From an optimization exercise on the open Yosys and OpenROAD flow, aimed at small area, a short achievable clock period and few clock cycles; shortcuts taken in it are not production practice.
Where RTL was checked, it was by simulation tests only, not by an equivalence proof against the original.
No functional check of the RTL was part of runs 3 to 5.
No activity file was given, so power comes from the tool's default toggle rates.

==> design.v <==
module ash_rx (
    input  wire       clk,
    input  wire       rst,
    input  wire       in_valid,
    input  wire [7:0] in_byte,
    output wire       in_ready,
    output wire       out_valid,
    input  wire       out_ready,
    output wire [4:0] out_tag,
    output wire [7:0] out_data,
    output wire       out_last
);
    localparam integer N    = 128;         
    localparam integer RS   = 16;          
    localparam integer RSB  = 4;           
    localparam integer WS   = 16;          
    localparam integer WSB  = 4;           
    localparam integer NWT  = N / WS;
    localparam integer D    = 8;           
    localparam integer DB   = 3;           
    localparam [7:0] FLAG = 8'h7E, ESC = 8'h7D, XON = 8'h11, XOFF = 8'h13,
                     SUB  = 8'h18, CAN = 8'h1A;
    localparam [3:0] C_GOOD = 4'd0, C_BAD_ESCAPE = 4'd1, C_SHORT = 4'd2,
                     C_CRC = 4'd3, C_UNKNOWN = 4'd4, C_BAD_LENGTH = 4'd5,
                     C_BAD_VERSION = 4'd6, C_CANCEL = 4'd7, C_SUB = 4'd8,
                     C_XON = 4'd9, C_XOFF = 4'd10, C_OVERFLOW = 4'd11,
                     C_GOOD_FULL = 4'd15;
    localparam [4:0] T_BODY = 5'h07;
    function automatic is_reserved(input [7:0] b);
        is_reserved = (b == FLAG) || (b == ESC) || (b == XON) ||
                      (b == XOFF) || (b == SUB) || (b == CAN);
    endfunction
    function automatic [15:0] crc16_byte(input [15:0] c_in, input [7:0] b);
        integer k;
        reg [15:0] c;
        begin
            c = c_in ^ {b, 8'h00};
            for (k = 0; k < 8; k = k + 1)
                c = c[15] ? ((c << 1) ^ 16'h1021) : (c << 1);
            crc16_byte = c;
        end
    endfunction
    function automatic [7:0] lfsr_step(input [7:0] r);
        lfsr_step = (r >> 1) ^ (r[0] ? 8'hB8 : 8'h00);
    endfunction
    function automatic [4:0] hdr_tag(input [7:0] c);
        if (!c[7])                 hdr_tag = 5'h01;
        else if (c[6:5] == 2'b00)  hdr_tag = 5'h02;
        else if (c[6:5] == 2'b01)  hdr_tag = 5'h03;
        else if (c[1:0] == 2'b00)  hdr_tag = 5'h04;
        else if (c[1:0] == 2'b01)  hdr_tag = 5'h05;
        else                       hdr_tag = 5'h06;
    endfunction
    reg [7:0] ring [0:N-1];
    reg        pv, sv;
    reg [7:0]  pb, sb;
    reg        b_flag, b_can, b_sub, b_xo, b_esc, is_data;    
    reg        discard;
    reg        in_frame;        
    reg [7:0]  cnt;             
    reg [6:0]  wpos;            
    reg [7:0]  occ;             
    reg        esc_pend, esc_err;
    reg [2:0]  ulen;            
    reg [15:0] crc;
    reg        crc_ok;          
    reg        k_data, k_hdr, k_rstack, k_error;    
    reg        u1ok;            
    reg [3:0]  q_ent [0:D-1];
    reg [DB:0] q_wp, q_rp;      
    reg        hv;              
    reg [3:0]  h_code;
    reg        h_good;
    reg        rbusy;           
    reg        rfull;           
    reg [6:0]  rpos;            
    reg [7:0]  rb;              
    reg        rb_mark, rb_esc;
    reg [7:0]  rwalk;           
    reg        resc;
    reg [1:0]  uj;              
    reg [7:0]  d1, d2, d3;      
    reg        hdr;             
    reg        scr;             
    reg [7:0]  lfsr;
    reg        av, bv;
    reg [4:0]  atag, btag;
    reg [7:0]  adata, bdata;
    reg        alast, blast;
    assign in_ready  = !sv;
    assign out_valid = av;
    assign out_tag   = atag;
    assign out_data  = adata;
    assign out_last  = alast;
    wire [7:0] nb       = sv ? sb : in_byte;      
    wire       full     = cnt[7];
    wire [7:0]  unesc   = pb ^ 8'h20;
    wire        u_valid = !esc_err && (esc_pend ? is_reserved(unesc) : !b_esc);
    wire [7:0]  u_byte  = esc_pend ? unesc : pb;
    wire [15:0] crc_nx  = crc16_byte(crc, u_byte);
    wire        esc_bad = esc_err || esc_pend;
    wire        f_good  = !esc_bad && crc_ok && (ulen >= 3'd3) &&
                          (k_data || (k_hdr && ulen == 3'd3) ||
                           ((k_rstack && u1ok || k_error) && ulen == 3'd5));
    wire [3:0]  fcode   = esc_bad              ? C_BAD_ESCAPE :
                          (ulen < 3'd3)        ? C_SHORT :
                          !crc_ok              ? C_CRC :
                          k_data               ? C_GOOD :
                          k_hdr                ? ((ulen == 3'd3) ? C_GOOD : C_BAD_LENGTH) :
                          (k_rstack || k_error) ? ((ulen != 3'd5) ? C_BAD_LENGTH :
                                                   (k_rstack && !u1ok) ? C_BAD_VERSION : C_GOOD) :
                                                  C_UNKNOWN;
    wire        aligned  = wpos[WSB-1:0] == 0;
    wire        slot_ok  = aligned && !occ[7];
    wire        q_room   = (q_wp[DB-1:0] != q_rp[DB-1:0]) || (q_wp[DB] == q_rp[DB]);
    wire        need_slot = !discard && ((is_data && !full) ||
                                         (b_flag && in_frame && !full && f_good));
    wire        need_q   = !discard && ((b_flag && in_frame) || b_can || b_sub ||
                                        b_xo || (is_data && full));
    wire        go       = pv && (!need_slot || slot_ok) && (!need_q || q_room);
    wire        live     = go && !discard;
    wire        ev_flag  = live && b_flag && in_frame;
    wire        ev_drop  = live && (b_can || b_sub || (is_data && full) ||
                                    (b_flag && in_frame && !f_good));
    wire        ev_app   = live && is_data && !full;
    wire        wr       = live && need_slot;
    wire        push     = live && need_q;
    wire [3:0]  push_code = b_flag ? ((full && f_good) ? C_GOOD_FULL : fcode) :
                            b_can  ? C_CANCEL :
                            b_sub  ? C_SUB :
                            b_xo   ? (pb[1] ? C_XOFF : C_XON) :
                                     C_OVERFLOW;
    wire [NWT-1:0] wtap = {{(NWT-1){1'b0}}, 1'b1} << wpos[6:WSB];
    wire        space   = !bv;
    wire        q_empty = q_wp == q_rp;
    wire        rhit    = rpos[RSB-1:0] == 0;
    wire        r_vend  = rfull && rwalk[7];            
    wire        rstep   = rbusy && space && (r_vend || rhit);
    wire        r_end   = r_vend || rb_mark;
    wire        r_escb  = !resc && rb_esc;
    wire [7:0]  r_u     = resc ? (rb ^ 8'h20) : rb;
    wire        r_emit  = rstep && (r_end || (!r_escb && (uj == 2'd3)));
    wire        r_adv   = rstep && !r_vend;             
    wire        pop_idle  = !rbusy && hv && space;
    wire        pop_chain = rstep && r_end && hv && h_good;
    wire        pop = pop_idle || pop_chain;
    wire        e_diag  = pop_idle && !h_good;
    wire        ev      = r_emit || e_diag;
    wire [4:0]  etag    = e_diag ? ({1'b0, h_code} + 5'd7) :
                          hdr    ? hdr_tag(d3) : T_BODY;
    wire [7:0]  edata   = e_diag ? 8'h00 :
                          hdr    ? d3 : (d3 ^ (scr ? lfsr : 8'h00));
    wire        elast   = e_diag || r_end;
    wire        h_load  = !hv || pop;
    wire [7:0]  rpre    = ring[{rpos[6:RSB], {(RSB-1){1'b0}}, 1'b1}];
    wire [7:0]  occ_dr  = occ - cnt;
    wire [7:0]  occ_n   = ev_drop ? (r_adv ? occ_dr - 8'd1 : occ_dr) :
                          wr      ? (r_adv ? occ : occ + 8'd1) :
                                    (r_adv ? occ - 8'd1 : occ);
    wire [6:0]  wpos_n  = ev_drop ? (wpos - cnt[6:0] - 7'd1) :
                          wr      ? wpos : (wpos - 7'd1);
    integer i;
    always @(posedge clk) begin
        for (i = 0; i < N; i = i + 1) begin
            if ((i % WS) == WS - 1 && wr && wtap[((i + 1) % N) / WS])
                ring[i] <= pb;
            else
                ring[i] <= ring[(i + 1) % N];
        end
        if (push && !(h_load && q_empty))
            q_ent[q_wp[DB-1:0]] <= push_code;
        if (h_load) begin
            h_code <= q_empty ? push_code : q_ent[q_rp[DB-1:0]];
            h_good <= q_empty ? (push_code == C_GOOD || push_code == C_GOOD_FULL)
                              : (q_ent[q_rp[DB-1:0]] == C_GOOD ||
                                 q_ent[q_rp[DB-1:0]] == C_GOOD_FULL);
        end
        if (!pv || go) begin
            pb      <= nb;
            b_flag  <= nb == FLAG;
            b_can   <= nb == CAN;
            b_sub   <= nb == SUB;
            b_xo    <= (nb == XON) || (nb == XOFF);
            b_esc   <= nb == ESC;
            is_data <= !((nb == FLAG) || (nb == CAN) || (nb == SUB) ||
                         (nb == XON) || (nb == XOFF));
        end
        if (!sv)
            sb <= in_byte;
        rb      <= rpre;
        rb_mark <= rpre == FLAG;
        rb_esc  <= rpre == ESC;
    end
    always @(posedge clk) begin
        if (rst) begin
            pv       <= 1'b0;
            sv       <= 1'b0;
            discard  <= 1'b0;
            in_frame <= 1'b0;
            cnt      <= 8'd0;
            wpos     <= 7'd0;
            occ      <= 8'd0;
            esc_pend <= 1'b0;
            esc_err  <= 1'b0;
            ulen     <= 3'd0;
            crc      <= 16'hFFFF;
            crc_ok   <= 1'b0;
            k_data   <= 1'b0;
            k_hdr    <= 1'b0;
            k_rstack <= 1'b0;
            k_error  <= 1'b0;
            u1ok     <= 1'b0;
            q_wp     <= 0;
            q_rp     <= 0;
            hv       <= 1'b0;
            rbusy    <= 1'b0;
            rfull    <= 1'b0;
            rpos     <= 7'd0;
            rwalk    <= 8'd0;
            resc     <= 1'b0;
            uj       <= 2'd0;
            d1       <= 8'd0;
            d2       <= 8'd0;
            d3       <= 8'd0;
            hdr      <= 1'b0;
            scr      <= 1'b0;
            lfsr     <= 8'h42;
            av       <= 1'b0;
            atag     <= 5'd0;
            adata    <= 8'd0;
            alast    <= 1'b0;
            bv       <= 1'b0;
            btag     <= 5'd0;
            bdata    <= 8'd0;
            blast    <= 1'b0;
        end else begin
            if (!pv || go) begin
                pv <= sv || in_valid;
                sv <= 1'b0;
            end else if (!sv)
                sv <= in_valid;
            if (go && discard) begin
                if (b_flag) discard <= 1'b0;
            end
            if (ev_flag || ev_drop) begin
                in_frame <= 1'b0;
                cnt      <= 8'd0;
                esc_pend <= 1'b0;
                esc_err  <= 1'b0;
                ulen     <= 3'd0;
                crc      <= 16'hFFFF;
                crc_ok   <= 1'b0;
                if (ev_drop && !b_flag && !b_can) discard <= 1'b1;
            end else if (ev_app) begin
                in_frame <= 1'b1;
                cnt      <= cnt + 8'd1;
                if (!esc_err) begin
                    if (esc_pend) begin
                        esc_pend <= 1'b0;
                        if (!u_valid) esc_err <= 1'b1;
                    end else if (b_esc)
                        esc_pend <= 1'b1;
                end
                if (u_valid) begin
                    if (ulen == 3'd0) begin
                        k_data   <= !u_byte[7];
                        k_hdr    <= u_byte[7] && (!u_byte[6] || u_byte == 8'hC0);
                        k_rstack <= u_byte == 8'hC1;
                        k_error  <= u_byte == 8'hC2;
                    end
                    if (ulen == 3'd1) u1ok <= (u_byte == 8'h02);
                    if (ulen != 3'd6) ulen <= ulen + 3'd1;
                    crc    <= crc_nx;
                    crc_ok <= crc_nx == 16'h0000;
                end
            end
            wpos <= wpos_n;
            occ  <= occ_n;
            if (push && !(h_load && q_empty))
                q_wp <= q_wp + 1'b1;
            if (h_load) begin
                hv <= !q_empty || push;
                if (!q_empty)
                    q_rp <= q_rp + 1'b1;
            end
            if (!av || out_ready) begin
                av    <= bv || ev;
                atag  <= bv ? btag  : etag;
                adata <= bv ? bdata : edata;
                alast <= bv ? blast : elast;
                bv    <= 1'b0;
            end else if (ev) begin
                bv    <= 1'b1;
                btag  <= etag;
                bdata <= edata;
                blast <= elast;
            end
            if (r_emit) begin
                if (hdr) begin
                    hdr <= 1'b0;
                    scr <= !d3[7];
                end else
                    lfsr <= lfsr_step(lfsr);
            end
            if (!r_adv)
                rpos <= rpos - 7'd1;
            if (pop) begin
                rbusy <= h_good;
                rfull <= h_code == C_GOOD_FULL;
                rwalk <= 8'd0;
                resc  <= 1'b0;
                uj    <= 2'd0;
                hdr   <= 1'b1;
                lfsr  <= 8'h42;
            end else if (rstep) begin
                if (r_end)
                    rbusy <= 1'b0;
                else begin
                    rwalk <= rwalk + 8'd1;
                    if (r_escb)
                        resc <= 1'b1;
                    else begin
                        resc <= 1'b0;
                        d1   <= r_u;
                        d2   <= d1;
                        d3   <= d2;
                        if (uj != 2'd3) uj <= uj + 2'd1;
                    end
                end
            end
        end
    end
endmodule
==> run.sh <==
#!/bin/bash
# synth_recipe.tcl (not shown) runs the flow's synth.tcl, then flattens the netlist and writes it again
# the make line also repeats each setting of config.mk as NAME=value (left out here)
make -C /OpenROAD-flow-scripts/flow DESIGN_CONFIG=/design/flow/config.mk WORK_HOME=/design/flow/orfs CLKGATE_MAP_FILE= SYNTH_SCRIPT=/design/flow/synth_recipe.tcl finish
==> config.mk <==
export PLATFORM = sky130hd
export DESIGN_NAME = ash_rx
export DESIGN_NICKNAME = ash_rx
export VERILOG_FILES = /design/flow/design.v
export SDC_FILE = /design/flow/constraint.sdc
export NUM_CORES = 4
export LEC_CHECK = 0
export CAP_MARGIN = 20
export CORE_MARGIN = 2
export CORE_UTILIZATION = 40
export SETUP_SLACK_MARGIN = 5
export SLEW_MARGIN = 20
==> constraint.sdc <==
create_clock -name core_clock -period 8.0 [get_ports {clk}]
set_input_delay 1.6000 -clock core_clock [delete_from_list [all_inputs] [get_ports {clk}]]
set_output_delay 1.6000 -clock core_clock [all_outputs]
set_load 0.01 [all_outputs]
==> impl_metrics.yaml, run 1 <==
status:
  status: "complete, no violations"
timing:
  rsz0062_at_grt: "true"
  min_period_ns: 2.98
  final_hold_viol_count: 0
  tns_ns: 0
  period_share: 0.373
  tightestPinTransition_ns: 0.797
  setup_viol: 0
  relSlewSlack: 0.469
  fin_worst_skew_ns: 0.0426
  timing.fmax_mhz: 335
  drv_slew: 0
drt:
  routed_wl_mm: 52.9
  drc_errors: 0
  vias: 15657
  ant_nets: 0
  post_drt_wl_per_cell_um: 15.0
  dr.pass1.iters: 5
  drt_iter0_drc: 923
  vias_per_cell: 4.44
synthesis:
  synth_cell_types: 75
  synth.avg_cell_area_um2: 14.2
  synth_ff_type: "dfxtp_1"
  synth_edf_count: 51
  synth_seq_cells: 1243
  synthSimpleGateAreaFrac: 0.0644
  synth_xor_area_frac: 0.0272
  yosysWarnings: 2
  netlist_instances: 2279
  synth_mux_area_frac: 0.0540
  seq_area_frac_synth: 0.783
  synth_fa_ha_area_frac: 0.0157
  synth_area_mm2: 0.0324
  synth-async-reset-ratio: 0
  synth_top_family_by_area: "simple AND/OR/NAND/NOR gates"
  synth_compound_area_frac: 0.0406
  synth_fp_nets: 2330
final_layout:
  nFillCells: 6947
  layout-drive-gt1-share: 0.152
  finalNetCount: 2423
  stdcell_area_mm2: 0.0380
  ff_latch_area_mm2: 0.0254
  syn2layout_area_growth_pct: 17.3
  diodes: 0
  multiInputGateArea_mm2: 0.00675
global_route:
  grt_antenna_before_repair: 0
  grt_max_degree: 63
  grt-ovfl-total: 0
  grt_usage: 0.129
  grt_pass1_wl_mm: 84.8
  grt_pass1_vias: 15758
cts:
  root_buffer: "clkbuf_16"
  cts_buffers: 111
  clk_pin_slew_ns: 0.06
  clk_latency_ns: 0.68
  clockBufferDepth: 3
  htree_levels: 3
  postCtsHoldBufs: 0
  clock-sinks: 1243
  cts_tree: "done"
power_and_ir_drop:
  cellPowerDensity_mw_per_mm2: 377
  comb_power_share: 0.118
  ir_drop_v: 0.000226
  p_sw_mw: 3.51
  p_int_mw: 10.8
  clock_power_share: 0.381
  power_leakage_nw: 14.9
  seqPwrFrac: 0.501
  swShare: 0.244
place:
  port_buffers: 27
  dp_hpwl_mm: 32.3
  place_congestion: 0.786
  placed_area_mm2: 0.0338
critical_path:
  crit_path_cell_trace: "inv_1 -> ha_2 -> nor4b_4 -> and3b_2 -> o21ai_2 -> nor2_4 -> inv_8 -> fa_1 -> a21o_1 -> a21oi_2 -> o21bai_1 -> a21oi_2 -> xnor2_1 -> mux2i_1 -> a211oi_1"
  end_kind: "register"
  cp_slowest_stage_delay_ns: 0.42
  cp_top_family: "compound AO/OA/AOI/OAI gates"
  cp_common_cell: "a21oi_2"
  critical_path_class: "reg -> reg"
  cp.arrival_ns: 3.55
  startpoint_type: "register"
  cp.required_ns: 8.56
  path_max_fanout: 10
  cpMaxStageDelayCell: "fa_1"
  critPathBufInv: 2
min_path:
  min_path_type: "reg -> reg"
die:
  core_mm2: 0.0804
  initial_core_util: 0.403
  num_io_pins: 28
  die-area_mm2: 0.0834
  die_w_um: 289
  die_h_um: 289
  placementRows: 104
run:
  drv_cap: 0
-- cells by family after synthesis --
group / after synthesis
AO/OA/AOI/OAI: 207
AND/OR/NAND/NOR: 428
XOR/XNOR: 99
adder cells (fa/ha/maj): 39
multiplexers: 146
flip-flops: 1243
buffers and inverters: 117
-- cell type report --
cell class / instances / area share
repair buffers: 57 / 0.0125
inverters: 39 / 0.00405
flip-flops and latches: 1243 / 0.668
clock inverters: 59 / 0.0204
well taps: 1060 / 0.0349
clock buffers: 149 / 0.0829
multi-input cells: 920 / 0.177
-- cells in the mapped netlist, drive strengths merged, types with 24 or more instances --
| library cell | instances | area, um2 |
|---|---|---|
| a211oi | 29 | 218 |
| clkbuf | 56 | 210 |
| dfxtp | 1192 | 23900 |
| mux2i | 58 | 581 |
| a21oi | 76 | 384 |
| edfxtp | 51 | 1530 |
| inv | 39 | 149 |
| nor3 | 35 | 213 |
| xor2 | 38 | 333 |
| o21ai | 33 | 169 |
| nor2 | 132 | 498 |
| nand2 | 136 | 510 |
| ha | 36 | 450 |
| nand2b | 24 | 150 |
| mux2 | 72 | 811 |
| xnor2 | 60 | 526 |
-- power by group through the flow --
| stage | Clock, mW | Combinational, mW | Sequential [mW] |
|---|---|---|---|
| 6_report | 5.47 | 1.69 | 7.19 |
| 2_1_floorplan | 0 | 1.28 | 7.16 |
| 4_1_cts | 5.61 | 1.61 | 7.21 |
| 5_1_grt | 5.87 | 1.86 | 7.26 |
| 3_3_place_gp | 0 | 1.51 | 7.32 |
| 3_5_place_dp | 0 | 1.57 | 7.34 |
-- path summary, 6_finish.rpt --
path | from | end | slack (ns) | depth (start not counted)
worst max-delay path | wpos[0] | occ[6] | 5.02 | 15
worst min-delay path | ring[68][2] | ring[67][2] | 0.29 | 0
worst max register to register | wpos[0] | occ[6] | 5.02 | 15
worst min register to register | ring[68][2] | ring[67][2] | 0.29 | 0
-- cell usage in the layout, fill, tap and decap left out, types with 6 or more instances in the layout --
| cell | synthesis | routed |
|---|---|---|
| nand4_1 | 14 | 14 |
| ha_1 | 36 | 34 |
| or3_1 | 6 | 6 |
| buf_4 | 3 | 31 |
| clkbuf_8 | 0 | 21 |
| inv_1 | 38 | 38 |
| nand3b_1 | 6 | 6 |
| xor2_1 | 38 | 38 |
| dfxtp_1 | 1192 | 1182 |
| dfxtp_2 | 0 | 9 |
| bufinv_16 | 0 | 13 |
| mux4_2 | 16 | 16 |
| dlygate4sd2_1 | 0 | 15 |
| edfxtp_1 | 51 | 51 |
| nand2_1 | 136 | 136 |
| a211oi_1 | 29 | 27 |
| nor2b_1 | 9 | 9 |
| a31oi_1 | 9 | 9 |
| nand3_1 | 13 | 13 |
| clkinv_2 | 0 | 24 |
| nand2b_1 | 24 | 24 |
| nor3_1 | 30 | 25 |
| a21oi_1 | 75 | 70 |
| clkbuf_16 | 0 | 112 |
| mux2_2 | 72 | 72 |
| clkdlybuf4s50_1 | 0 | 10 |
| o21ai_0 | 32 | 30 |
| nor2_1 | 131 | 129 |
| mux2i_1 | 58 | 58 |
| nor4_1 | 8 | 8 |
| clkinv_4 | 0 | 6 |
| clkbuf_1 | 56 | 16 |
| xnor2_1 | 60 | 59 |
| a21o_1 | 11 | 11 |
-- stage by stage --
step | std cells | worst slack (ns) | utilization | power [mW] | hold WS, ns
final | 3527 | 5.02 | 0.473 | 14.4 | 0.294
after CTS | 3515 | 4.84 | 0.470 | 14.4 | 0.291
after detailed placement | 3301 | 4.36 | 0.420 | 8.91 | 0.312
after global placement | 3301 | 4.46 | 0.420 | 8.84 | 0.310
after floorplan | 2279 | 5.02 | - | 8.44 | 0.310
after global routing | 3527 | 4.85 | 0.473 | 15.0 | 0.294
-- state kept, by name, indices dropped and copies added, names as in the netlist, 7 cells and up, named ones only --
| name | cells |
|---|---|
| cnt | 8 |
| ring | 1024 |
| lfsr | 8 |
| wpos | 7 |
| rpos | 7 |
| sb | 8 |
| occ | 8 |
| pb | 8 |
| d1 | 8 |
| bdata | 8 |
| adata | 8 |
| crc | 16 |
| rwalk | 8 |
| rb | 8 |
| d2 | 8 |
| d3 | 8 |
| q_ent | 32 |
-- per-layer routing --
layer  routed length [um]  up-vias  track usage
met3                 2340      114       0.0299
met5                    0        -            0
met2                23200      279        0.200
li1                     -     7815            -
met4                 1600        0       0.0503
met1                25800     7449        0.175
-- timing repair --
action / 4_1_cts / 5_1_grt
cloned: 0 / 1
endpoints found under the setup margin: 106 / 90
pin swaps: 3 / 9
setup buffers: 6 / 11
gates resized for setup: 34 / 31
Testbench counts, summed over its fixed seeds: cycles 10,103.
==> inputs of run 2 (changes only) <==
--- a/config.mk
+++ b/config.mk
@@ -8,5 +8,6 @@
 export CAP_MARGIN = 20
 export CORE_MARGIN = 2
 export CORE_UTILIZATION = 40
+export CTS_CLUSTER_SIZE = 35
 export SETUP_SLACK_MARGIN = 5
 export SLEW_MARGIN = 20
==> run 2 against run 1 <==
  * Largest power group unchanged
  * Sequential cell count did not move
  * Clock skew unchanged
  * Count of clock-buffer cells in the layout is the same
  * Register-to-register slack about the same
  * Sequential share of layout area unchanged
  * Final area unchanged
  * Synthesized cell count is the same
==> impl_metrics.yaml, run 2 <==
status:
  status: "complete, no violations"
global_route:
  grt_antenna_before_repair: 0
  grt-ovfl-total: 0
  grt_usage: 0.129
  grt_max_degree: 63
  grt_pass1_wl_mm: 84.8
  grt_pass1_vias: 15758
synthesis:
  synth_commonest_cells: "dfxtp_1 (1192), nand2_1 (136), nor2_1 (131)"
  synth_cell_types: 75
  synth_top_area_share: 0.736
  synth_area_leader_cell: "dfxtp_1"
  synth.area.top_cells: "dfxtp_1 (74%), edfxtp_1 (4.7%), mux2_2 (2.5%), mux2i_1 (1.8%), xnor2_1 (1.6%)"
  synth_edf_count: 51
  synth_most_common_cell: "dfxtp_1"
  yosysWarnings: 2
  synth_fp_nets: 2330
  synth-async-reset-ratio: 0
  synth_seq_cells: 1243
  synth_ff_type: "dfxtp_1"
  synth.avg_cell_area_um2: 14.2
  synth_area_mm2: 0.0324
  netlist_instances: 2279
  seq_area_frac_synth: 0.783
die:
  num_io_pins: 28
  initial_core_util: 0.403
  placementRows: 104
  die-area_mm2: 0.0834
  die_w_um: 289
  die_h_um: 289
  core_mm2: 0.0804
place:
  port_buffers: 27
  dp_hpwl_mm: 32.3
  place_congestion: 0.786
critical_path:
  worstRegToRegCells: 15
  critPathBufInv: 2
  cp.arrival_ns: 3.55
  critical_path_class: "reg -> reg"
  cpMaxStageDelayCell: "fa_1"
  end_kind: "register"
  cp_common_cell: "a21oi_2"
  cp_slowest_stage_delay_ns: 0.42
  cp.required_ns: 8.56
  reg2reg_from: "wpos[0]"
  ff2ff_setup_slack_ns: 5.02
  cp_top_family: "compound AO/OA/AOI/OAI gates"
  cp-startpoint: "wpos[0]"
  crit_path_cell_trace: "inv_1 -> ha_2 -> nor4b_4 -> and3b_2 -> o21ai_2 -> nor2_4 -> inv_8 -> fa_1 -> a21o_1 -> a21oi_2 -> o21bai_1 -> a21oi_2 -> xnor2_1 -> mux2i_1 -> a211oi_1"
  path_max_fanout: 10
  r2r_end: "occ[6]"
  startpoint_type: "register"
drt:
  ant_nets: 0
  drc_errors: 0
  vias: 15657
  drt_iter0_drc: 923
  post_drt_wl_per_cell_um: 15.0
  routed_wl_mm: 52.9
  vias_per_cell: 4.44
  dr.pass1.iters: 5
final_layout:
  multiInputGateArea_mm2: 0.00675
  final_cell_mix: "dfxtp_1 (1182), nand2_1 (136), nor2_1 (129)"
  layout_commonest_cell: "dfxtp_1"
  finalNetCount: 2423
  diodes: 0
  layout-drive-gt1-share: 0.152
  ff_latch_area_mm2: 0.0254
  largest_register_ffs: 1024
  syn2layout_area_growth_pct: 17.3
  nFillCells: 6947
  regMostFlops: "ring"
min_path:
  min_path_cells: 0
  holdCritStartpoint: "ring[68][2]"
  holdPathEnd: "ring[67][2]"
  min_path_type: "reg -> reg"
power_and_ir_drop:
  cellPowerDensity_mw_per_mm2: 377
  ir_drop_v: 0.000226
  power_leakage_nw: 14.9
timing:
  period_share: 0.373
  relSlewSlack: 0.469
  final_hold_viol_count: 0
  min_period_ns: 2.98
  drv_slew: 0
  tns_ns: 0
  timing.fmax_mhz: 335
  hold_ws_ns: 0.294
  rsz0062_at_grt: "true"
  fin_worst_skew_ns: 0.0426
  tightestPinTransition_ns: 0.797
  setup_viol: 0
cts:
  cts_tree: "done"
  root_buffer: "clkbuf_16"
  clk_pin_slew_ns: 0.06
  clockBufferDepth: 3
  htree_levels: 3
  clock-sinks: 1243
  postCtsHoldBufs: 0
  clk_latency_ns: 0.68
  cts_buffers: 111
run:
  drv_cap: 0
-- run 2: cells by family after synthesis --
kind of cell               after synthesis  synth area share
AOI/OAI and AO/OA                      207            0.0406
xor gates and xnor gates                99            0.0272
adders and majority gates               39            0.0157
buffers and inverters                  117            0.0149
DFF                                   1243             0.783
muxes                                  146            0.0540
and+or+nand+nor                        428            0.0644
-- run 2: area by class of cell --
cell class	count	area share
clock buffers	149	0.0829
clock inverters	59	0.0204
inverters	39	0.00405
multi-input cells	920	0.177
flip-flops and latches	1243	0.668
well taps	1060	0.0349
repair buffers	57	0.0125
-- run 2: repair_timing --
action / 4_1_cts / 5_1_grt
buffers inserted: 6 / 11
setup endpoints to repair: 106 / 90
endpoints found under the hold margin: 0 / 0
cloned: 0 / 1
resized for setup: 34 / 31
pin swaps: 3 / 9
-- run 2: power breakdown --
part / leakage [nW] / internal, mW / switching (mW)
combinational: 2.82 / 0.744 / 0.945
sequential: 10.1 / 6.88 / 0.308
clock: 1.94 / 3.22 / 2.25
total: 14.9 / 10.8 / 3.51
-- run 2: how the worst max path moves through the flow --
stage / endpoint / slack [ns] / cells past startpoint
after floorplan: occ[6] / 5.02 / 16
after global placement: bdata[5] / 4.46 / 6
after detailed placement: occ[6] / 4.36 / 15
after CTS: occ[6] / 4.84 / 15
after global routing: occ[6] / 4.85 / 15
final: occ[6] / 5.02 / 15
-- run 2: layer usage --
metal  GRT usage  vias to the layer above  part of all wire
met2       0.200                      279              0.44
met3      0.0299                      114             0.044
li1            -                     7815                 -
met1       0.175                     7449              0.49
met4      0.0503                        0             0.030
met5           0                        -                 0
-- run 2: stage by stage --
step           setup WS [ns]  utilization  total power [mW]  cells  instance area, um2
2_1_floorplan           5.02            -              8.44   2279               32400
3_3_place_gp            4.46        0.420              8.84   3301               33800
3_5_place_dp            4.36        0.420              8.91   3301               33800
4_1_cts                 4.84        0.470              14.4   3515               37800
5_1_grt                 4.85        0.473              15.0   3527               38000
6_report                5.02        0.473              14.4   3527               38000
==> inputs of run 3 (changes only) <==
--- a/design.v
+++ b/design.v
@@ -54,7 +54,6 @@
     reg [7:0] ring [0:N-1];
     reg        pv, sv;
     reg [7:0]  pb, sb;
-    reg        b_flag, b_can, b_sub, b_xo, b_esc, is_data;    
     reg        discard;
     reg        in_frame;        
     reg [7:0]  cnt;             
@@ -92,7 +91,12 @@
     assign out_tag   = atag;
     assign out_data  = adata;
     assign out_last  = alast;
-    wire [7:0] nb       = sv ? sb : in_byte;      
+    wire       b_flag   = pb == FLAG;
+    wire       b_can    = pb == CAN;
+    wire       b_sub    = pb == SUB;
+    wire       b_xo     = (pb == XON) || (pb == XOFF);
+    wire       b_esc    = pb == ESC;
+    wire       is_data  = !(b_flag || b_can || b_sub || b_xo);
     wire       full     = cnt[7];
     wire [7:0]  unesc   = pb ^ 8'h20;
     wire        u_valid = !esc_err && (esc_pend ? is_reserved(unesc) : !b_esc);
@@ -175,16 +179,8 @@
                               : (q_ent[q_rp[DB-1:0]] == C_GOOD ||
                                  q_ent[q_rp[DB-1:0]] == C_GOOD_FULL);
         end
-        if (!pv || go) begin
-            pb      <= nb;
-            b_flag  <= nb == FLAG;
-            b_can   <= nb == CAN;
-            b_sub   <= nb == SUB;
-            b_xo    <= (nb == XON) || (nb == XOFF);
-            b_esc   <= nb == ESC;
-            is_data <= !((nb == FLAG) || (nb == CAN) || (nb == SUB) ||
-                         (nb == XON) || (nb == XOFF));
-        end
+        if (!pv || go)
+            pb <= sv ? sb : in_byte;
         if (!sv)
             sb <= in_byte;
         rb      <= rpre;
--- a/config.mk
+++ b/config.mk
@@ -8,6 +8,5 @@
 export CAP_MARGIN = 20
 export CORE_MARGIN = 2
 export CORE_UTILIZATION = 40
-export CTS_CLUSTER_SIZE = 35
 export SETUP_SLACK_MARGIN = 5
 export SLEW_MARGIN = 20
==> run 3 against run 2 <==
  * Sequential power fell by 2.9%
  * Critical path type unchanged
  * Synthesized cell count fell by 0.39%
  * Still clean on timing, DRC and antenna
  * Area after synthesis fell by 0.90%
  * Final area rose by 0.91%
  * Count of clock-buffer cells in the layout fell by 1
  * Total power fell by 6.1%
  * Global-route usage rose by 1.0 points
  * Non-clock buffer count rose by 50
  * Setup slack got worse by 0.39 ns
  * Clock skew rose by 0.012 ns
  * First-iteration DRC count rose by 2.2%
==> impl_metrics.yaml, run 3 <==
run:
  drv_cap: 0
min_path:
  min_path_type: "reg -> reg"
  holdCritStartpoint: "ring[34][5]"
die:
  die-area_mm2: 0.0826
  die_w_um: 287
  placementRows: 103
  die_h_um: 287
  core_mm2: 0.0793
  initial_core_util: 0.405
  num_io_pins: 28
critical_path:
  startpoint_type: "register"
  cp_slowest_stage_delay_ns: 0.53
  crit_path_cell_trace: "or4b_4 -> or3b_4 -> and3_4 -> o2111a_2 -> inv_8 -> ha_4 -> buf_4 -> a21oi_2 -> o21ai_2 -> o41ai_4 -> nand3_1 -> o32ai_2 -> nor2_1"
  path_max_fanout: 7
  critical_path_class: "reg -> reg"
  cp.required_ns: 8.58
  end_kind: "register"
  cp-startpoint: "pb[7]"
  cpMaxStageDelayCell: "or4b_4"
  cp.arrival_ns: 3.94
  reg2reg_from: "pb[7]"
cts:
  clockBufferDepth: 3
  clk_pin_slew_ns: 0.07
  cts_buffers: 107
  clock-sinks: 1237
  htree_levels: 3
  root_buffer: "clkbuf_16"
  clk_latency_ns: 0.69
  cts_tree: "done"
timing:
  tns_ns: 0
  period_share: 0.421
  min_period_ns: 3.37
  fin_worst_skew_ns: 0.0548
  tightestPinTransition_ns: 1.07
  final_hold_viol_count: 0
  relSlewSlack: 0.286
  timing.fmax_mhz: 297
  drv_slew: 0
  rsz0062_at_grt: "true"
  hold_ws_ns: 0.308
  setup_viol: 0
  worst_slack_ns: 4.63
final_layout:
  layout-drive-gt1-share: 0.172
  largest_register_ffs: 1024
  final_cell_mix: "dfxtp_1 (1186), nor2_1 (139), nand2_1 (127)"
  ff_latch_area_mm2: 0.0252
  finalNetCount: 2466
  syn2layout_area_growth_pct: 19.5
  final_cells: 3559
  regMostFlops: "ring"
  layout_commonest_cell: "dfxtp_1"
  nFillCells: 6799
  multiInputGateArea_mm2: 0.00702
power_and_ir_drop:
  p_sw_mw: 3.18
  swShare: 0.236
  p_int_mw: 10.3
  power_leakage_nw: 15.1
  comb_power_share: 0.095
  ir_drop_v: 0.000210
  clock_power_share: 0.387
  cellPowerDensity_mw_per_mm2: 351
  seqPwrFrac: 0.518
global_route:
  grt_antenna_before_repair: 4
  grt_pass1_vias: 15931
  grt-ovfl-total: 0
  grt_max_degree: 77
  grt_pass1_wl_mm: 89.2
  grt_usage: 0.139
synthesis:
  synth.avg_cell_area_um2: 14.2
  synth_ff_type: "dfxtp_1"
  synth_seq_cells: 1237
  synth_top_area_share: 0.743
  synth_cell_types: 76
  synth_area_leader_cell: "dfxtp_1"
  synth-async-reset-ratio: 0
  yosysWarnings: 2
  synth_commonest_cells: "dfxtp_1 (1192), nor2_1 (142), nand2_1 (130)"
  seq_area_frac_synth: 0.785
  synth_fp_nets: 2320
  synth_edf_count: 45
  synth_most_common_cell: "dfxtp_1"
  netlist_instances: 2270
  synth.area.top_cells: "dfxtp_1 (74%), edfxtp_1 (4.2%), mux2_2 (2.6%), nor2_1 (1.7%), xnor2_1 (1.6%)"
  synth_area_mm2: 0.0321
place:
  dp_hpwl_mm: 35.4
  dp_cells: 3279
  port_buffers: 27
  dp_slack_ns: 3.58
  place_congestion: 0.807
drt:
  post_drt_wl_per_cell_um: 16.1
  vias_per_cell: 4.53
  drc_errors: 0
  drt_iter0_drc: 943
  routed_wl_mm: 57.3
  vias: 16126
  ant_nets: 0
  dr.pass1.iters: 5
status:
  status: "complete, no violations"
[run 3: cell types whose count changed after synthesis, sizes merged, moves of 7 or more]
| cell | delta |
|---|---|
| a221oi | +7 |
| buf | -7 |
| mux2 | +12 |
| mux2i | -14 |
| nor2 | +10 |
| o211ai | +14 |
[run 3: final cells by class]
class                      count  share of cell area
timing repair buffer         107              0.0260
clock inverter                52              0.0158
multi-input combinational    925               0.183
sequential                  1237               0.657
tap                         1050              0.0342
timing repair inverter         1            0.000163
inverter                      37             0.00391
clock buffer                 148              0.0799
antenna                        2            0.000130
[run 3: repair_timing]
item                                    in CTS  in global routing
endpoints found under the setup margin     226                145
gates resized for setup                     59                 59
pin swaps                                   22                 28
gates cloned                                 3                  6
hold buffers                                 0                  0
buffers inserted                            39                 30
[run 3: worst paths after layout]
check | to | slack (ns) | cells past startpoint
hold reg to reg | ring[33][5] | 0.31 | 0
hold / removal | ring[33][5] | 0.31 | 0
setup reg to reg | occ[7] | 4.63 | 13
setup / recovery | occ[7] | 4.63 | 13
[run 3: cell families after synthesis]
| logic type | Yosys count | synth area share |
|---|---|---|
| DFF | 1237 | 0.785 |
| and+or+nand+nor | 421 | 0.0637 |
| AOI/OAI and AO/OA | 230 | 0.0466 |
| muxes | 138 | 0.0501 |
| buffers and inverters | 112 | 0.0135 |
| xor gates and xnor gates | 94 | 0.0260 |
| adders and majority gates | 38 | 0.0155 |
[run 3: stage by stage]
step	util	area [um2]	power [mW]
2_1_floorplan	-	32200	7.85
3_3_place_gp	0.424	33600	8.17
3_5_place_dp	0.424	33600	8.20
4_1_cts	0.477	37800	13.5
5_1_grt	0.484	38400	14.0
6_report	0.484	38400	13.5
[run 3: metal layers]
layer	global-route usage	wire length, um	up-vias
met5	0	13	-
met4	0.0635	2220	2
met3	0.0290	2320	134
met2	0.215	25400	314
met1	0.188	27300	7753
li1	-	-	7923
[run 3: power by group through the flow]
stage	clock network (mW)	logic, mW	registers [mW]
after CTS	5.35	1.18	6.99
final	5.21	1.28	6.98
after floorplan	0	0.859	6.99
after detailed placement	0	1.06	7.14
after global placement	0	1.04	7.13
after global routing	5.59	1.40	7.04
[run 3: worst max-delay path, delay by kind of cell, from the launching register on]
kind,cells,cell delay [ns]
compound gates,5,1.01
fa+ha+maj,1,0.21
buf+inv,2,0.25
flops,1,0.50
simple gates,5,1.31
==> inputs of run 4 (changes only) <==
--- a/design.v
+++ b/design.v
@@ -16,8 +16,8 @@
     localparam integer WS   = 16;          
     localparam integer WSB  = 4;           
     localparam integer NWT  = N / WS;
-    localparam integer D    = 8;           
-    localparam integer DB   = 3;           
+    localparam integer D    = 16;          
+    localparam integer DB   = 4;           
     localparam [7:0] FLAG = 8'h7E, ESC = 8'h7D, XON = 8'h11, XOFF = 8'h13,
                      SUB  = 8'h18, CAN = 8'h1A;
     localparam [3:0] C_GOOD = 4'd0, C_BAD_ESCAPE = 4'd1, C_SHORT = 4'd2,
@@ -66,10 +66,8 @@
     reg        k_data, k_hdr, k_rstack, k_error;    
     reg        u1ok;            
     reg [3:0]  q_ent [0:D-1];
-    reg [DB:0] q_wp, q_rp;      
-    reg        hv;              
-    reg [3:0]  h_code;
-    reg        h_good;
+    reg [DB:0] q_cnt;
+    reg [DB-1:0] q_wp, q_rp;
     reg        rbusy;           
     reg        rfull;           
     reg [6:0]  rpos;            
@@ -116,7 +114,7 @@
                                                   C_UNKNOWN;
     wire        aligned  = wpos[WSB-1:0] == 0;
     wire        slot_ok  = aligned && !occ[7];
-    wire        q_room   = (q_wp[DB-1:0] != q_rp[DB-1:0]) || (q_wp[DB] == q_rp[DB]);
+    wire        q_room   = q_cnt != D;
     wire        need_slot = !discard && ((is_data && !full) ||
                                          (b_flag && in_frame && !full && f_good));
     wire        need_q   = !discard && ((b_flag && in_frame) || b_can || b_sub ||
@@ -136,7 +134,9 @@
                                      C_OVERFLOW;
     wire [NWT-1:0] wtap = {{(NWT-1){1'b0}}, 1'b1} << wpos[6:WSB];
     wire        space   = !bv;
-    wire        q_empty = q_wp == q_rp;
+    wire        qne     = q_cnt != 0;
+    wire [3:0]  h_code  = q_ent[q_rp];
+    wire        h_good  = (h_code == C_GOOD) || (h_code == C_GOOD_FULL);
     wire        rhit    = rpos[RSB-1:0] == 0;
     wire        r_vend  = rfull && rwalk[7];            
     wire        rstep   = rbusy && space && (r_vend || rhit);
@@ -145,8 +145,8 @@
     wire [7:0]  r_u     = resc ? (rb ^ 8'h20) : rb;
     wire        r_emit  = rstep && (r_end || (!r_escb && (uj == 2'd3)));
     wire        r_adv   = rstep && !r_vend;             
-    wire        pop_idle  = !rbusy && hv && space;
-    wire        pop_chain = rstep && r_end && hv && h_good;
+    wire        pop_idle  = !rbusy && qne && space;
+    wire        pop_chain = rstep && r_end && qne && h_good;
     wire        pop = pop_idle || pop_chain;
     wire        e_diag  = pop_idle && !h_good;
     wire        ev      = r_emit || e_diag;
@@ -155,7 +155,6 @@
     wire [7:0]  edata   = e_diag ? 8'h00 :
                           hdr    ? d3 : (d3 ^ (scr ? lfsr : 8'h00));
     wire        elast   = e_diag || r_end;
-    wire        h_load  = !hv || pop;
     wire [7:0]  rpre    = ring[{rpos[6:RSB], {(RSB-1){1'b0}}, 1'b1}];
     wire [7:0]  occ_dr  = occ - cnt;
     wire [7:0]  occ_n   = ev_drop ? (r_adv ? occ_dr - 8'd1 : occ_dr) :
@@ -171,14 +170,8 @@
             else
                 ring[i] <= ring[(i + 1) % N];
         end
-        if (push && !(h_load && q_empty))
-            q_ent[q_wp[DB-1:0]] <= push_code;
-        if (h_load) begin
-            h_code <= q_empty ? push_code : q_ent[q_rp[DB-1:0]];
-            h_good <= q_empty ? (push_code == C_GOOD || push_code == C_GOOD_FULL)
-                              : (q_ent[q_rp[DB-1:0]] == C_GOOD ||
-                                 q_ent[q_rp[DB-1:0]] == C_GOOD_FULL);
-        end
+        if (push)
+            q_ent[q_wp] <= push_code;
         if (!pv || go)
             pb <= sv ? sb : in_byte;
         if (!sv)
@@ -206,9 +199,9 @@
             k_rstack <= 1'b0;
             k_error  <= 1'b0;
             u1ok     <= 1'b0;
+            q_cnt    <= 0;
             q_wp     <= 0;
             q_rp     <= 0;
-            hv       <= 1'b0;
             rbusy    <= 1'b0;
             rfull    <= 1'b0;
             rpos     <= 7'd0;
@@ -272,13 +265,14 @@
             end
             wpos <= wpos_n;
             occ  <= occ_n;
-            if (push && !(h_load && q_empty))
+            if (push)
                 q_wp <= q_wp + 1'b1;
-            if (h_load) begin
-                hv <= !q_empty || push;
-                if (!q_empty)
-                    q_rp <= q_rp + 1'b1;
-            end
+            if (pop)
+                q_rp <= q_rp + 1'b1;
+            if (push && !pop)
+                q_cnt <= q_cnt + 1'b1;
+            else if (pop && !push)
+                q_cnt <= q_cnt - 1'b1;
             if (!av || out_ready) begin
                 av    <= bv || ev;
                 atag  <= bv ? btag  : etag;
==> run 4 against run 3 <==
  * Count of clock-buffer cells in the layout grew 5
  * Routed wire length up 1.9%
  * Combinational power up 84%
  * Register-to-register slack got worse by 0.74 ns
  * Clock power increased by 4.2%
  * Still clean on timing, DRC and antenna
  * Sequential power increased by 4.4%
  * Sequential cell count up 32
  * Via count is 3.7% higher
  * Fmax shrank 18%
  * First-iteration DRC count down 18%
==> impl_metrics.yaml, run 4 <==
synthesis:
  synth.area.top_cells: "dfxtp_1 (71%), edfxtp_1 (6.4%), mux2_2 (2.5%), nand2_1 (1.6%), nor2_1 (1.6%)"
  synth-async-reset-ratio: 0
  synth_mux_area_frac: 0.0572
  synth_commonest_cells: "dfxtp_1 (1197), nand2_1 (145), nor2_1 (144)"
  synth_top_area_share: 0.712
  netlist_instances: 2350
  synth_edf_count: 72
  synth_fa_ha_area_frac: 0.0180
  synth_area_mm2: 0.0337
  synth_area_leader_cell: "dfxtp_1"
  synth_seq_cells: 1269
  yosysWarnings: 2
  synth_compound_area_frac: 0.0439
  seq_area_frac_synth: 0.776
  synthSimpleGateAreaFrac: 0.0646
  synth_ff_type: "dfxtp_1"
  synth_cell_types: 79
  synth.avg_cell_area_um2: 14.3
  synth_top_family_by_area: "simple AND/OR/NAND/NOR gates"
  synth_most_common_cell: "dfxtp_1"
  synth_xor_area_frac: 0.0241
  synth_fp_nets: 2408
timing:
  timing.fmax_mhz: 243
  min_period_ns: 4.11
  setup_viol: 0
  fin_worst_skew_ns: 0.0425
  drv_slew: 0
  tightestPinTransition_ns: 1.04
  relSlewSlack: 0.304
  rsz0062_at_grt: "true"
  final_hold_viol_count: 0
  period_share: 0.514
  tns_ns: 0
die:
  num_io_pins: 28
  placementRows: 106
  die_h_um: 294
  core_mm2: 0.0834
  die-area_mm2: 0.0865
  initial_core_util: 0.404
  die_w_um: 294
critical_path:
  end_kind: "register"
  critPathBufInv: 3
  critical_path_class: "reg -> reg"
  cp_top_family: "multiplexers"
  cp.arrival_ns: 4.69
  cp.depth: 18
  startpoint_type: "register"
  worstRegToRegCells: 18
  cpMaxStageDelayCell: "mux4_2"
  path_max_fanout: 4
  crit_path_cell_trace: "buf_12 -> mux4_2 -> mux4_2 -> ha_4 -> nand4_1 -> o311ai_2 -> mux2_4 -> a31oi_4 -> nor2_4 -> inv_2 -> ha_4 -> inv_6 -> fa_2 -> a21o_1 -> a21oi_2 -> xnor2_1 -> or3_1 -> a21oi_1"
  cp.required_ns: 8.58
  cp_slowest_stage_delay_ns: 0.56
  ff2ff_setup_slack_ns: 3.89
final_layout:
  largest_register_ffs: 1024
  layout_commonest_cell: "dfxtp_1"
  final_cell_mix: "dfxtp_1 (1190), nand2_1 (137), nor2_1 (126)"
  layout-drive-gt1-share: 0.197
  finalNetCount: 2575
  nFillCells: 7063
  regMostFlops: "ring"
  diodes: 0
  syn2layout_area_growth_pct: 19.7
  final_cells: 3688
cts:
  cts_tree: "done"
  clk_pin_slew_ns: 0.06
  root_buffer: "clkbuf_16"
  cts_buffers: 112
  htree_levels: 3
  clk_latency_ns: 0.69
  clock-sinks: 1269
  clockBufferDepth: 3
drt:
  vias_per_cell: 4.53
  ant_nets: 0
  drt_iter0_drc: 774
  routed_wl_mm: 58.4
  vias: 16718
  dr.pass1.iters: 5
  drc_errors: 0
  post_drt_wl_per_cell_um: 15.8
place:
  dp_hpwl_mm: 35.1
  place_congestion: 0.818
  port_buffers: 27
  dp_cells: 3392
global_route:
  grt_pass1_wl_mm: 92.0
  grt_max_degree: 63
  grt_usage: 0.136
  grt_antenna_before_repair: 0
  grt_pass1_vias: 16713
  grt-ovfl-total: 0
power_and_ir_drop:
  clock_power_share: 0.360
  power_leakage_nw: 15.7
  comb_power_share: 0.157
  p_int_mw: 11.2
  ir_drop_v: 0.000250
  swShare: 0.256
  seqPwrFrac: 0.483
  cellPowerDensity_mw_per_mm2: 374
  p_sw_mw: 3.86
run:
  drv_cap: 0
status:
  status: "complete, no violations"
min_path:
  min_path_cells: 0
  min_path_type: "reg -> reg"
run 4: cell count changes after synthesis, moves of 9 or more:
cell,before,now
o21ai_0,28,37
nand2_1,130,145
edfxtp_1,45,72
clkbuf_1,60,49
mux4_1,0,13
nor2_4,0,12
a211oi_1,23,11
buf_2,8,18
mux2_1,9,0
run 4: area by class of cell:
class | count | area [um2] | share of cell area
inverter | 44 | 181 | 0.00450
tap | 1080 | 1350 | 0.0335
clock buffer | 153 | 3220 | 0.0799
timing repair buffer | 127 | 1140 | 0.0283
sequential | 1269 | 26100 | 0.649
multi-input combinational | 963 | 7640 | 0.189
clock inverter | 52 | 622 | 0.0154
run 4: timing repair:
item | 4_1_cts | 5_1_grt
cloned | 4 | 0
hold buffers | 0 | 0
pin swaps | 20 | 26
endpoints found under the setup margin | 283 | 197
setup buffers | 64 | 23
resized for setup | 104 | 51
run 4: final timing paths:
| kind | startpoint | to |
|---|---|---|
| worst max-delay path | register | q_cnt[4] |
| worst min-delay path | ring[44][2] | ring[43][2] |
| worst max register to register | register | q_cnt[4] |
| worst min register to register | ring[44][2] | ring[43][2] |
run 4: routing by layer:
metal  GRT usage  wire, um
met4      0.0528      1890
met3      0.0329      2530
met2       0.215     26400
met1       0.181     27600
met5           0         0
run 4: through the flow:
step	util	power (mW)	hold WS, ns	area [um2]	setup WS (ns)
after global placement	0.422	9.33	0.310	35200	3.56
after global routing	0.483	15.8	0.294	40300	3.73
final	0.483	15.1	0.297	40300	3.89
after detailed placement	0.422	9.39	0.312	35200	3.45
after floorplan	-	8.86	0.310	33800	4.00
after CTS	0.478	15.1	0.295	39900	3.91
run 4: power by group through the flow:
stage / combinational [mW] / clock, mW / sequential, mW
floorplan: 1.58 / 0 / 7.28
global placement: 1.88 / 0 / 7.45
detailed placement: 1.92 / 0 / 7.47
CTS: 2.23 / 5.57 / 7.29
global route: 2.58 / 5.83 / 7.35
finish: 2.36 / 5.43 / 7.29
run 4: kinds of logic (layout without fill, tap and decap cells):
| logic type | count (synthesis) | count (layout) |
|---|---|---|
| flip-flops | 1269 | 1269 |
| AND/OR/NAND/NOR | 448 | 451 |
| AO/OA/AOI/OAI | 229 | 230 |
| multiplexers | 145 | 145 |
| buffers and inverters | 122 | 376 |
| XOR/XNOR | 91 | 91 |
| adder cells (fa/ha/maj) | 46 | 46 |
==> inputs of run 5 (changes only) <==
--- a/config.mk
+++ b/config.mk
@@ -8,5 +8,7 @@
 export CAP_MARGIN = 20
 export CORE_MARGIN = 2
 export CORE_UTILIZATION = 40
+export CTS_BUF_LIST = sky130_fd_sc_hd__clkbuf_8
+export CTS_CLUSTER_SIZE = 30
 export SETUP_SLACK_MARGIN = 5
 export SLEW_MARGIN = 20
==> run 5 against run 4 <==
  * Core utilization shrank 0.16 points
  * Non-clock buffer count is the same
  * Setup slack lost 0.036 ns
  * Sequential share of layout area grew 0.25 points
  * Count of clock-buffer cells in the layout grew 68
  * Register-to-register slack lost 0.04 ns
  * Clock power shrank 6.4%
  * Total power shrank 2.4%
  * Highest routed layer unchanged
==> impl_metrics.yaml, run 5 <==
status:
  status: "complete, no violations"
critical_path:
  critPathBufInv: 3
  path_max_fanout: 4
  cp.depth: 18
  cp.arrival_ns: 4.85
  crit_path_cell_trace: "buf_12 -> mux4_2 -> mux4_2 -> ha_4 -> nand4_1 -> o311ai_2 -> mux2_4 -> a31oi_4 -> nor2_4 -> inv_2 -> ha_4 -> inv_6 -> fa_2 -> a21o_1 -> a21oi_2 -> xnor2_1 -> or3_1 -> a21oi_1"
  critical_path_class: "reg -> reg"
  end_kind: "register"
  worstRegToRegCells: 18
  startpoint_type: "register"
  cp.required_ns: 8.71
  cp_top_family: "multiplexers"
  cp_slowest_stage_delay_ns: 0.56
  cpMaxStageDelayCell: "mux4_2"
power_and_ir_drop:
  power_leakage_nw: 15.9
  swShare: 0.262
  p_sw_mw: 3.86
  comb_power_share: 0.160
  cellPowerDensity_mw_per_mm2: 366
  p_int_mw: 10.9
  ir_drop_v: 0.000172
  seqPwrFrac: 0.495
  clock_power_share: 0.345
synthesis:
  synth_edf_count: 72
  synth_ff_type: "dfxtp_1"
  seq_area_frac_synth: 0.776
  synth.area.top_cells: "dfxtp_1 (71%), edfxtp_1 (6.4%), mux2_2 (2.5%), nand2_1 (1.6%), nor2_1 (1.6%)"
  synth.avg_cell_area_um2: 14.3
  synth_area_leader_cell: "dfxtp_1"
  netlist_instances: 2350
  synth_fp_nets: 2408
  synth-async-reset-ratio: 0
  synth_top_area_share: 0.712
  synth_cell_types: 79
  synth_area_mm2: 0.0337
  synth_most_common_cell: "dfxtp_1"
  synth_seq_cells: 1269
  synth_commonest_cells: "dfxtp_1 (1197), nand2_1 (145), nor2_1 (144)"
  yosysWarnings: 2
timing:
  min_period_ns: 4.15
  fin_worst_skew_ns: 0.0357
  rsz0062_at_grt: "true"
  period_share: 0.518
  drv_slew: 0
  relSlewSlack: 0.335
  setup_viol: 0
  tightestPinTransition_ns: 0.996
  worst_slack_ns: 3.85
  tns_ns: 0
  timing.fmax_mhz: 241
  final_hold_viol_count: 0
place:
  dp_slack_ns: 3.45
  dp_hpwl_mm: 35.1
  place_congestion: 0.818
  port_buffers: 27
drt:
  post_drt_wl_per_cell_um: 15.5
  vias_per_cell: 4.49
  drt_iter0_drc: 771
  drc_errors: 0
  dr.pass1.iters: 4
  vias: 17057
  ant_nets: 0
  routed_wl_mm: 59.1
die:
  die-area_mm2: 0.0865
  num_io_pins: 28
  die_w_um: 294
  core_mm2: 0.0834
  die_h_um: 294
  initial_core_util: 0.404
  placementRows: 106
final_layout:
  syn2layout_area_growth_pct: 19.3
  layout_commonest_cell: "dfxtp_1"
  regMostFlops: "ring"
  finalNetCount: 2642
  largest_register_ffs: 1024
  final_cell_mix: "dfxtp_1 (1181), clkbuf_8 (221), nand2_1 (136)"
  layout-drive-gt1-share: 0.223
cts:
  clk_latency_ns: 0.81
  postCtsHoldBufs: 0
  root_buffer: "clkbuf_8"
  clockBufferDepth: 3
  cts_tree: "done"
  clock-sinks: 1269
  cts_buffers: 181
  clk_pin_slew_ns: 0.06
  htree_levels: 4
global_route:
  met3_usage: 0.0377
  grt_antenna_before_repair: 1
  grt_pass1_vias: 17509
  grt_pass1_wl_mm: 93.5
  grt-ovfl-total: 0
  grt_max_degree: 63
  met1_usage: 0.181
  met2_usage: 0.216
  grt_usage: 0.139
  grt-busiest-layer: "met2"
run:
  drv_cap: 0
min_path:
  min_path_cells: 0
  min_path_type: "reg -> reg"
==> run 5: cell count changes in the layout (fill, tap and decap cells not counted), moves of 5 or more <==
cell	delta
clkbuf_1	-19
dfxtp_1	-9
buf_6	+5
inv_1	+63
dlygate4sd2_1	-15
dfxtp_2	+8
clkinv_2	-10
buf_2	+14
clkbuf_8	+203
clkbuf_16	-116
==> run 5: power groups by stage <==
stage | clock (mW) | combinational, mW | sequential, mW
2_1_floorplan | 0 | 1.58 | 7.28
3_5_place_dp | 0 | 1.92 | 7.47
3_3_place_gp | 0 | 1.88 | 7.45
5_1_grt | 5.53 | 2.57 | 7.36
6_report | 5.08 | 2.35 | 7.29
4_1_cts | 5.24 | 2.27 | 7.29
==> run 5: cell type report <==
cell class / instances / area, um2
Fill cell: 7173 / 43300
Multi-Input combinational cell: 961 / 7600
Inverter: 44 / 181
Timing Repair Buffer: 127 / 1110
Tap cell: 1080 / 1350
Clock buffer: 221 / 3040
Antenna cell: 1 / 2.50
Sequential cell: 1269 / 26200
Clock inverter: 98 / 721
==> run 5: kinds of logic after synthesis <==
group                      synth area share
DFF                                   0.776
and+or+nand+nor                      0.0646
adders and majority gates            0.0180
AOI/OAI and AO/OA                    0.0439
muxes                                0.0572
xor gates and xnor gates             0.0241
buffers and inverters                0.0161
==> run 5: path summary, 6_finish.rpt <==
kind / startpoint / slack, ns / end
worst max register to register: register / 3.85 / q_cnt[4]
worst min register to register: ring[29][6] / 0.30 / ring[28][6]
worst max-delay path: register / 3.85 / q_cnt[4]
worst min-delay path: ring[29][6] / 0.30 / ring[28][6]
==> run 5: repair_timing <==
item                                    4_1_cts  5_1_grt
endpoints found under the setup margin      281      205
pin swaps                                    20       17
gates resized for setup                     172       41
buffers inserted                             75       12
gates cloned                                  2        0
==> run 5: routing by layer <==
| metal | up-vias | wire (um) | share of wire |
|---|---|---|---|
| met5 | - | 0 | 0 |
| met4 | 0 | 1760 | 0.030 |
| met3 | 118 | 2380 | 0.040 |
| met2 | 287 | 26700 | 0.45 |
| met1 | 8258 | 28200 | 0.48 |
| li1 | 8394 | - | - |
==> run 5: through the flow <==
stage               hold slack [ns]  instances   util  total power, mW  area, um2
floorplan                     0.310       2350      -             8.86      33800
global placement              0.310       3392  0.422             9.33      35200
detailed placement            0.312       3392  0.422             9.39      35200
CTS                           0.294       3788  0.478             14.8      39900
global route                  0.304       3801  0.481             15.5      40200
finish                        0.298       3801  0.481             14.7      40200

-- static timing again, ports no longer ideal --
No port has a modelled driver above. Below, the same layouts with a new extraction and two added sets of constraints. Step 1 (the two cells are an assumption about what drives the block):
set clk [get_ports {clk}]
set_driving_cell -lib_cell sky130_fd_sc_hd__clkbuf_16 $clk
set_driving_cell -lib_cell sky130_fd_sc_hd__buf_2 [delete_from_list [all_inputs] $clk]
Step 2, shift: input delay + t, output delay - t, t = (earliest + latest rising clock arrival at the registers) / 2. This alone moves slack from input paths to output paths. Three values: ideal, step 1, step 2; two values: the first two.
run	shift t [ns]	setup WS [ns]	hold WS [ns]	worst setup path at the end	worst slew at a driven data input, ns
run 1	0.716	5.018 / 5.018 / 4.634	0.294 / 0.294 / 0.294	input to register	0.09
run 2	0.716	5.018 / 5.018 / 4.634	0.294 / 0.294 / 0.294	input to register	0.09
run 3	0.720	4.632 / 4.632 / 4.566	0.308 / 0.308 / 0.308	input to register	0.05
run 4	0.734	3.891 / 3.891 / 3.891	0.297 / 0.297 / 0.297	register to register	0.04
run 5	0.852	3.855 / 3.855 / 3.855	0.298 / 0.298 / 0.298	register to register	0.04
After both steps setup and hold are still met in every run listed.
